Context: an optimization exercise on an open-source flow, tuned for small area, a short achievable clock period and few clock cycles. The choices shown serve that exercise and are no tape-out recipe. Only simulation tests tie the RTL to the original design; equivalence was not proved. Power figures rest on the tool's default switching activity, not on a simulated workload.

==> job 7719 <==
Design codec, start of the top module:
module codec (
    input  wire        clk,
    input  wire        rst,
    input  wire        cmd_valid,
    output wire        cmd_ready,
    input  wire [15:0] cmd,
    output wire        out_valid,
    output wire [7:0]  out_data,
    output wire [31:0] status,
    output wire [31:0] cfg
);
    localparam PH_IDLE   = 2'd0;
    localparam PH_ACTIVE = 2'd1;
    localparam PH_DONE   = 2'd2;
    localparam PH_FAULT  = 2'd3;
    localparam M_B02 = 3'd0;
    localparam M_B08 = 3'd1;
    localparam M_B10 = 3'd2;
    localparam M_B16 = 3'd3;
    localparam M_B32 = 3'd4;
    localparam M_B85 = 3'd6;
    localparam M_B91 = 3'd7;
    localparam G_NONE  = 5'd0;
    localparam G_RAD   = 5'd1;    
    localparam G_B32   = 5'd2;    
    localparam G_B32F  = 5'd3;    
    localparam G_BYT   = 5'd4;    
    localparam G_EDIV  = 5'd5;    
    localparam G_EOUT  = 5'd6;    
    localparam G_NPREP = 5'd7;    
    localparam G_NDIV  = 5'd8;    
    localparam G_NO1   = 5'd9;    
    localparam G_NO2   = 5'd10;   
    localparam G_DM5   = 5'd11;   
    localparam G_DM17  = 5'd12;   
    localparam G_DADD  = 5'd13;   
    localparam G_DADD1 = 5'd14;   
    localparam G_VSUB  = 5'd15;   
    localparam G_VO1   = 5'd16;   
    localparam G_VO2   = 5'd17;   
    localparam G_ESH   = 5'd18;   
    reg [31:0] acc;
    reg [4:0]  cnt;
    reg [2:0]  gcnt;
    reg        pendv;
    reg        padseen;
    reg        dir;
    reg [2:0]  mode;
    reg [11:0] llen;
    reg [7:0]  sep0;
  ...
clock: 24.0 ns
lec_check: 0
abc_area: 1
cap_margin: 20
core_margin: 2
core_utilization: 40
slew_margin: 20
standard.sh (not shown) runs the stock make flow with config.mk's settings and CLKGATE_MAP_FILE= SYNTH_SCRIPT=/design/flow/synth_recipe.tcl, a recipe that flattens the netlist after the stock synthesis.
==> flow/flow/run.sh <==
#!/bin/bash
set -uo pipefail
bash standard.sh SETUP_SLACK_MARGIN=16 finish > flow_make.log 2>&1
status=$?
tail -n 20 flow_make.log
exit $status
==> inputs of job 6257, as changes to job 7719 <==
--- a/flow/design.v
+++ b/flow/design.v
@@ -239,13 +239,12 @@
     localparam G_DM17  = 5'd12;   
     localparam G_DADD  = 5'd13;   
     localparam G_DADD1 = 5'd14;   
     localparam G_VSUB  = 5'd15;   
     localparam G_VO1   = 5'd16;   
     localparam G_VO2   = 5'd17;   
-    localparam G_ESH   = 5'd18;   
     reg [31:0] acc;
     reg [4:0]  cnt;
     reg [2:0]  gcnt;
     reg        pendv;
     reg        padseen;
     reg        dir;
@@ -257,22 +256,23 @@
     reg [1:0]  phase;
     reg        cmderr;
     reg [1:0]  cecode;
     reg        fsticky;
     reg [2:0]  fcode;
     reg [7:0]  fchar;
-    reg [11:0] lrem;         
+    reg [11:0] lpos;         
     reg        ov;           
     reg [7:0]  od;           
     reg [1:0]  nsep;         
     reg        rdy;          
     reg [4:0]  gk;
     reg        gtext;        
     reg [6:0]  q;
     reg [2:0]  j;
     reg [2:0]  k;
+    reg [6:0]  opb;
     reg        fl;
     assign cmd_ready = rdy;
     assign out_valid = ov;
     assign out_data  = od;
     assign status = {4'd0, dir, mode, fchar, 5'd0, fcode, 2'd0, fsticky,
                      cecode, cmderr, phase};
@@ -309,27 +309,16 @@
     wire skip_common = (ch == 8'h00) || (ch == 8'h09) || (ch == 8'h0A) ||
                        (ch == 8'h0D) || (ch == 8'h20);
     wire skip_extra  = (mode <= M_B32) && ((ch == 8'h2C) || (ch == 8'h2D));
     wire skip_ch     = skip_common || skip_extra;
     reg [4:0] dval;
     always @(*) begin
-        if (ch[7:4] == 4'h3 && ch[3:0] <= 4'h9) begin
-            dval = {1'b0, ch[3:0]};
-        end else if ((ch[7:4] == 4'h4 || ch[7:4] == 4'h6) &&
-                     ch[3:0] >= 4'h1 && ch[3:0] <= 4'h6) begin
-            case (ch[2:0])
-                3'd1:    dval = 5'd10;
-                3'd2:    dval = 5'd11;
-                3'd3:    dval = 5'd12;
-                3'd4:    dval = 5'd13;
-                3'd5:    dval = 5'd14;
-                default: dval = 5'd15;
-            endcase
-        end else begin
-            dval = 5'd31;
-        end
+        if (ch >= 8'h30 && ch <= 8'h39)      dval = ch[4:0] - 5'd16;
+        else if (ch >= 8'h41 && ch <= 8'h46) dval = ch[4:0] + 5'd9;
+        else if (ch >= 8'h61 && ch <= 8'h66) dval = ch[4:0] + 5'd9;
+        else                                 dval = 5'd31;
     end
     reg [4:0] idx32;
     reg       ok32;
     always @(*) begin
         ok32  = 1'b1;
         idx32 = 5'd0;
@@ -356,32 +345,32 @@
         cin = 1'b0;
         case (gk)
             G_EDIV: begin bop = ~(p85 << j); cin = 1'b1; end
             G_NDIV: begin bop = ~({18'd0, 14'd91 << j} << 18); cin = 1'b1; end
             G_DM5:  bop = acc << 2;
             G_DM17: bop = acc << 4;
-            G_DADD: bop = {25'd0, q};
+            G_DADD: bop = {25'd0, opb};
             G_DADD1: bop = 32'd1;
             G_VSUB: begin
                 cin = 1'b1;
                 case (k[1:0])
-                    2'd0:    bop = ~({18'd0, q, 7'd0} << 5);
-                    2'd1:    bop = ~({18'd0, q, 7'd0} << 2);
-                    default: bop = ~{18'd0, q, 7'd0};
+                    2'd0:    bop = ~({18'd0, opb, 7'd0} << 5);
+                    2'd1:    bop = ~({18'd0, opb, 7'd0} << 2);
+                    default: bop = ~{18'd0, opb, 7'd0};
                 endcase
             end
             default: ;
         endcase
     end
     wire [32:0] sum = {1'b0, acc} + {1'b0, bop} + {32'd0, cin};
     wire [6:0] tab_i = (gk == G_NO1) ? acc[24:18] : q;
     wire [7:0] tab_c;
     b91_tab u_b91_tab (.idx(tab_i), .chr(tab_c));
     wire        framed_ll = (llen != 12'd0);
-    wire        le_pre    = framed_ll && (lrem == 12'd1);
-    wire [11:0] lrem1     = le_pre ? llen : lrem - 12'd1;
+    wire [11:0] lpos1     = lpos + 12'd1;
+    wire        le_pre    = framed_ll && (lpos1 == llen);
     wire [13:0] v91   = acc[20:7];
     wire        v14   = !(v91[12:0] > 13'd88);
     wire [4:0]  cntp  = cnt + (v14 ? 5'd6 : 5'd5);    
     reg [31:0] n_acc;
     reg [4:0]  n_cnt;
     reg [2:0]  n_gcnt;
@@ -396,22 +385,23 @@
     reg [1:0]  n_phase;
     reg        n_cmderr;
     reg [1:0]  n_cecode;
     reg        n_fsticky;
     reg [2:0]  n_fcode;
     reg [7:0]  n_fchar;
-    reg [11:0] n_lrem;
+    reg [11:0] n_lpos;
     reg        n_ov;
     reg [7:0]  n_od;
     reg [1:0]  n_nsep;
     reg        n_rdy;
     reg [4:0]  n_gk;
     reg        n_gtext;
     reg [6:0]  n_q;
     reg [2:0]  n_j;
     reg [2:0]  n_k;
+    reg [6:0]  n_opb;
     reg        n_fl;
     reg        emit;
     reg [7:0]  echar;
     reg        elast;
     reg        etext;
     reg        le;
@@ -425,19 +415,12 @@
     reg [11:0] w12;
     reg [4:0]  bi;
     reg [31:0] w32;
     reg [4:0]  c5;
     reg [2:0]  ndig;
     wire [9:0] acc10 = {acc[6:0], 3'd0} + {2'd0, acc[6:0], 1'b0};
-    wire [5:0] acc10h1 = acc10[9:4] + 6'd1;
-    wire [4:0] rv10l = {1'b0, acc10[3:0]} + {1'b0, ch[3:0]};
-    wire [9:0] rv10  = {rv10l[4] ? acc10h1 : acc10[9:4], rv10l[3:0]};
-    wire       b10hi = (acc[6:0] > 7'd25);
-    wire       b10eq = (acc[6:0] == 7'd25);
-    wire       big5  = (mode == M_B08) ? acc[5] :
-                       (mode == M_B10) ? (b10hi || (b10eq && ch[3:0] > 4'd5)) : 1'b0;
     always @(*) begin
         n_acc     = acc;
         n_cnt     = cnt;
         n_gcnt    = gcnt;
         n_pendv   = pendv;
         n_padseen = padseen;
@@ -450,22 +433,23 @@
         n_phase   = phase;
         n_cmderr  = cmderr;
         n_cecode  = cecode;
         n_fsticky = fsticky;
         n_fcode   = fcode;
         n_fchar   = fchar;
-        n_lrem    = lrem;
+        n_lpos    = lpos;
         n_ov      = 1'b0;
         n_od      = od;
         n_nsep    = 2'd0;
         n_rdy     = 1'b0;
         n_gk      = gk;
         n_gtext   = gtext;
         n_q       = q;
         n_j       = j;
         n_k       = k;
+        n_opb     = opb;
         n_fl      = fl;
         emit  = 1'b0;
         echar = 8'd0;
         elast = 1'b0;
         etext = gtext;
         le    = 1'b0;
@@ -521,20 +505,12 @@
                 echar = acc[31:24];
                 elast = (k == 3'd1);
                 n_acc = acc << 8;
                 n_k   = k - 3'd1;
                 if (elast) n_gk = G_NONE;
             end
-            G_ESH: begin
-                n_acc = acc << 8;
-                n_j   = j - 3'd1;
-                if (j == 3'd1) begin
-                    n_j  = 3'd6;
-                    n_gk = G_EDIV;
-                end
-            end
             G_EDIV: begin
                 if (sum[32]) n_acc = sum[31:0];
                 n_q[j] = sum[32];
                 n_j = j - 3'd1;
                 if (j == 3'd0) n_gk = G_EOUT;
             end
@@ -597,21 +573,26 @@
                     n_gk  = G_DADD;
                 end else if (k != 3'd1) begin
                     n_acc = sum[31:0];
                     n_k   = k - 3'd1;
                     n_gk  = G_DM5;
                 end else begin
-                    n_acc = sum[31:0];
-                    n_k   = q[2:0];
-                    n_gk  = G_BYT;
+                    emit  = 1'b1;
+                    echar = sum[31:24];
+                    elast = (q == 7'd1);
+                    n_acc = {sum[23:0], 8'd0};
+                    n_k   = q[2:0] - 3'd1;
+                    n_gk  = elast ? G_NONE : G_BYT;
                 end
             end
             G_DADD: begin
                 if (gcnt == 3'd5) begin
-                    n_acc  = sum[31:0];
-                    n_k    = 3'd4;
+                    emit   = 1'b1;
+                    echar  = sum[31:24];
+                    n_acc  = {sum[23:0], 8'd0};
+                    n_k    = 3'd3;
                     n_gcnt = 3'd0;
                     n_gk   = G_BYT;
                 end else begin
                     n_acc  = sum[31:0];
                     n_gk   = G_NONE;
                 end
@@ -660,25 +641,25 @@
             n_rdy  = (n_gk == G_NONE);
         end else if (emit) begin
             n_ov = 1'b1;
             n_od = echar;
             if (etext && framed_ll) begin
                 le     = le_pre;
-                n_lrem = lrem1;
+                n_lpos = le_pre ? 12'd0 : lpos1;
             end
             n_nsep = le ? 2'd1 : 2'd0;
             n_rdy  = elast && !le;
         end else begin
             n_rdy  = (n_gk == G_NONE);
         end
         if (rdy && cmd_valid) begin
             n_ov    = 1'b0;
             n_nsep  = 2'd0;
             n_rdy   = 1'b1;
             n_gk    = G_NONE;
-            n_lrem  = lrem;
+            n_lpos  = lpos;
             emit    = 1'b0;
             etext   = 1'b0;
             elast   = 1'b1;
             echar   = 8'd0;
             if (cmd[15:4] == 12'h100) begin
                 if (phase == PH_ACTIVE)      err = 2'd2;
@@ -687,13 +668,13 @@
                     n_dir     = cmd[3];
                     n_mode    = cmd[2:0];
                     n_phase   = PH_ACTIVE;
                     n_acc     = 32'd0;
                     n_cnt     = 5'd0;
                     n_gcnt    = 3'd0;
-                    n_lrem    = llen;
+                    n_lpos    = 12'd0;
                     n_pendv   = 1'b0;
                     n_padseen = 1'b0;
                     n_fcode   = 3'd0;
                     n_fchar   = 8'd0;
                 end
             end else if (cmd[15:8] == 8'h20) begin
@@ -734,25 +715,25 @@
                                     n_cnt = 5'd5;
                                     n_gk  = G_EDIV;
                                 end
                             end
                         end
                         M_B91: begin
-                            n_acc = acc | {10'd0, {14'd0, ch} << cnt[3:0]};
+                            n_acc = acc | ({24'd0, ch} << cnt);
                             n_cnt = cnt + 5'd8;
                             if (cnt >= 5'd6) begin
                                 elast = 1'b0;
                                 n_fl  = 1'b0;
                                 n_gk  = G_NPREP;
                             end
                         end
                         default: begin    
                             emit  = 1'b1;
                             echar = hexc(rdig(mode, ch, 3'd0));
                             elast = 1'b0;
-                            n_acc = {acc[23:0], ch};
+                            n_acc = {24'd0, ch};
                             n_j   = 3'd1;
                             n_gk  = G_RAD;
                         end
                     endcase
                 end else begin
                     n_gtext = 1'b0;
@@ -792,13 +773,13 @@
                                     flt = 1'b1; fc = 3'd1; fch = ch;
                                 end else if (gcnt == 3'd0) begin
                                     n_acc  = {25'd0, ch[6:0] - 7'd33};
                                     n_gcnt = 3'd1;
                                 end else begin
                                     elast  = 1'b0;
-                                    n_q    = ch[6:0] - 7'd33;
+                                    n_opb  = ch[6:0] - 7'd33;
                                     n_gcnt = gcnt + 3'd1;
                                     n_fl   = 1'b0;
                                     n_gk   = G_DM5;
                                 end
                             end
                             M_B91: begin
@@ -806,31 +787,31 @@
                                     flt = 1'b1; fc = 3'd1; fch = ch;
                                 end else if (!pendv) begin
                                     n_acc   = {18'd0, idx91, acc[6:0]};
                                     n_pendv = 1'b1;
                                 end else begin
                                     n_acc   = {11'd0, idx91, acc[13:0]};
-                                    n_q     = idx91;
+                                    n_opb   = idx91;
                                     n_pendv = 1'b0;
                                     n_k     = 3'd0;
                                     n_j     = 3'd7 - cnt[2:0];
                                     elast   = 1'b0;
                                     n_gk    = G_VSUB;
                                 end
                             end
                             default: begin    
                                 case (mode)
-                                    M_B02:   begin rr = 4'd1;  rw = 3'd7; rv = {acc[8:0], ch[0]}; end
-                                    M_B08:   begin rr = 4'd7;  rw = 3'd2; rv = {acc[6:0], ch[2:0]}; end
-                                    M_B10:   begin rr = 4'd9;  rw = 3'd2; rv = rv10; end
+                                    M_B02:   begin rr = 4'd1;  rw = 3'd7; rv = {acc[8:0], dval[0]}; end
+                                    M_B08:   begin rr = 4'd7;  rw = 3'd2; rv = {acc[6:0], dval[2:0]}; end
+                                    M_B10:   begin rr = 4'd9;  rw = 3'd2; rv = acc10 + {6'd0, dval[3:0]}; end
                                     default: begin rr = 4'd15; rw = 3'd1; rv = {acc[5:0], dval[3:0]}; end
                                 endcase
                                 if (dval > {1'b0, rr}) begin
                                     flt = 1'b1; fc = 3'd1; fch = ch;
                                 end else if (gcnt == rw) begin
-                                    if (big5) begin
+                                    if (rv > 10'd255) begin
                                         flt = 1'b1; fc = 3'd5; fch = ch;
                                     end else begin
                                         emit   = 1'b1;
                                         echar  = rv[7:0];
                                         n_acc  = 32'd0;
                                         n_gcnt = 3'd0;
@@ -867,19 +848,24 @@
                                     elast = 1'b0;
                                     n_gk  = G_B32F;
                                 end
                             end
                             M_B85: begin
                                 if (gcnt != 3'd0) begin
+                                    case (gcnt)
+                                        3'd1:    n_acc = {acc[7:0], 24'd0};
+                                        3'd2:    n_acc = {acc[15:0], 16'd0};
+                                        default: n_acc = {acc[23:0], 8'd0};
+                                    endcase
                                     elast  = 1'b0;
                                     n_k    = 3'd0;
-                                    n_j    = 3'd4 - gcnt;
+                                    n_j    = 3'd6;
                                     n_q    = 7'd0;
                                     n_cnt  = {2'd0, gcnt} + 5'd1;
                                     n_gcnt = 3'd0;
-                                    n_gk   = G_ESH;
+                                    n_gk   = G_EDIV;
                                 end
                             end
                             M_B91: begin
                                 if (cnt != 5'd0) begin
                                     elast = 1'b0;
                                     n_fl  = 1'b1;
@@ -939,23 +925,28 @@
             if (err != 2'd0) begin
                 if (!cmderr) begin
                     n_cmderr = 1'b1;
                     n_cecode = err;
                 end
             end else if (flt) begin
+                n_acc     = acc;
+                n_cnt     = cnt;
+                n_gcnt    = gcnt;
+                n_pendv   = pendv;
+                n_padseen = padseen;
                 n_phase   = PH_FAULT;
                 n_fcode   = fc;
                 n_fchar   = fch;
                 n_fsticky = 1'b1;
             end else begin
                 if (emit) begin
                     n_ov = 1'b1;
                     n_od = echar;
                     if (etext && framed_ll) begin
                         le     = le_pre;
-                        n_lrem = lrem1;
+                        n_lpos = le_pre ? 12'd0 : lpos1;
                     end
                     n_nsep = le ? 2'd1 : 2'd0;
                 end
                 n_rdy = elast && !le;
             end
         end
@@ -976,22 +967,23 @@
             phase   <= PH_IDLE;
             cmderr  <= 1'b0;
             cecode  <= 2'd0;
             fsticky <= 1'b0;
             fcode   <= 3'd0;
             fchar   <= 8'd0;
-            lrem    <= 12'd0;
+            lpos    <= 12'd0;
             ov      <= 1'b0;
             od      <= 8'd0;
             nsep    <= 2'd0;
             rdy     <= 1'b1;
             gk      <= G_NONE;
             gtext   <= 1'b0;
             q       <= 7'd0;
             j       <= 3'd0;
             k       <= 3'd0;
+            opb     <= 7'd0;
             fl      <= 1'b0;
         end else begin
             acc     <= n_acc;
             cnt     <= n_cnt;
             gcnt    <= n_gcnt;
             pendv   <= n_pendv;
@@ -1005,20 +997,21 @@
             phase   <= n_phase;
             cmderr  <= n_cmderr;
             cecode  <= n_cecode;
             fsticky <= n_fsticky;
             fcode   <= n_fcode;
             fchar   <= n_fchar;
-            lrem    <= n_lrem;
+            lpos    <= n_lpos;
             ov      <= n_ov;
             od      <= n_od;
             nsep    <= n_nsep;
             rdy     <= n_rdy;
             gk      <= n_gk;
             gtext   <= n_gtext;
             q       <= n_q;
             j       <= n_j;
             k       <= n_k;
+            opb     <= n_opb;
             fl      <= n_fl;
         end
     end
 endmodule
==> flow/run.sh (new file) <==
#!/bin/bash
# synth_recipe.tcl (not shown) runs the flow's synth.tcl, then flattens the netlist and writes it again
# the make line also repeats each setting of config.mk as NAME=value (left out here)
make -C /OpenROAD-flow-scripts/flow DESIGN_CONFIG=/design/flow/config.mk WORK_HOME=/design/flow/orfs CLKGATE_MAP_FILE= SYNTH_SCRIPT=/design/flow/synth_recipe.tcl finish
Settings changed: ABC_AREA 1 to not set.
removed: flow/flow/run.sh
removed: flow/standard.sh
==> run notes <==
Job 7719 ran to the end with no violations. Job 6257 went through all stages and came out clean.
In job 7719 the sequential power is smaller than in job 6257, by about 2%.
Between job 7719 and job 6257, the lower fmax is in job 6257 (gap about 56%, measured against job 6257).
Of job 7719 and job 6257, job 7719 has the higher combinational power (gap about 28%, measured against job 6257).
Of job 7719 and job 6257, job 6257 has the higher final area (gap about 7%, measured against job 6257).
Against job 7719, the non-clock buffer count of job 6257 is lower by 4.
Of job 7719 and job 6257, job 7719 has the higher power (gap 1.6%, measured against job 6257).
Of job 6257 and job 7719, job 6257 has the higher die area (gap 12%, measured against job 7719).
Final cell count: job 7719 is larger than job 6257 (1.7%).
Against job 6257, the worst hold slack of job 7719 is worse by 0.0046 ns.
Between job 6257 and job 7719, the lower synthesized cell count is in job 6257 (gap about 1.4%, measured against job 7719).
==> figures <==
Switching part of the total power: job 7719 34.8%; job 6257 35.8%
Number of buffers added for setup after CTS: job 7719 38; job 6257 0
Final #Nets: job 7719 4391; job 6257 4199
Highest clock frequency the design can meet: job 7719 126 MHz; job 6257 80.8 MHz
Number of optimization iterations in the first detailed-route pass: job 7719 9; job 6257 8
Setup crit end: job 7719 acc[12]; job 6257 lpos[4]
Number of synthesized register bits: job 7719 136; job 6257 143
Startpoint of the lowest-slack register-to-register path: job 7719 gk[4]; job 6257 j[0]
Power drawn by the combinational cells: job 7719 0.000106 W; job 6257 0.0000829 W
Outcome: job 7719 no timing/DRC/antenna violations; job 6257 no timing/DRC/antenna violations
Global-route usage over all layers: job 7719 42.6%; job 6257 47.2%
Clk cell area share: job 7719 2.22%; job 6257 2.07%
Die outline area: job 7719 61900 um^2; job 6257 69300 um^2
Clock power share: job 7719 46.4%; job 6257 48.6%
Via count: job 7719 33100; job 6257 36300
Share of layout cells above drive strength 1: job 7719 9.35%; job 6257 8.68%
Clock latency on the worst-skew pair: job 7719 0.52 ns; job 6257 0.53 ns
Final core utilization: job 7719 45.9%; job 6257 43.6%
Synthesized-area fraction occupied by ao, oa, aoi and oai cells: job 7719 37.0%; job 6257 41.6%
Count of multi-input combinational gates: job 7719 3300; job 6257 3533
Total internal power: job 7719 0.000414 W; job 6257 0.000402 W
Post-cts sizing count: job 7719 111; job 6257 0
Testbench counts of job 7719, summed over its fixed seeds: cycles 17,079.
Testbench counts of job 6257, summed over its fixed seeds: cycles 17,051.

[static timing again, ports no longer ideal]
Ports are ideal in the flow. The routed layouts listed here were re-timed in OpenROAD. Step 1, drivers: a clkbuf_16 drives clk and a buf_2 each remaining input, both assumed. Step 2 adds t to the input delays and takes it off the output delays; t is the mean of the earliest and latest rising clock arrival at the registers after step 1. Input paths then give back, and output paths get back, about the clock's delay inside the block. Three values: ideal ports, drivers, drivers and shift; two values: the first two.
| run | t, ns | slack for setup (ns) | worst setup path after step 2 | clock arrival spread, ns |
|---|---|---|---|---|
| job 7719 | 0.568 | 16.073 / 16.050 / 15.482 | input to register | 0.021 / 0.022 |
| job 6257 | 0.589 | 11.625 / 11.672 / 11.084 | input to register | 0.027 / 0.027 |
After both steps every run listed still meets setup and hold. The setup slack of job 7719, which loses most, moves by -0.023 ns with the drivers and by -0.591 ns with both steps.
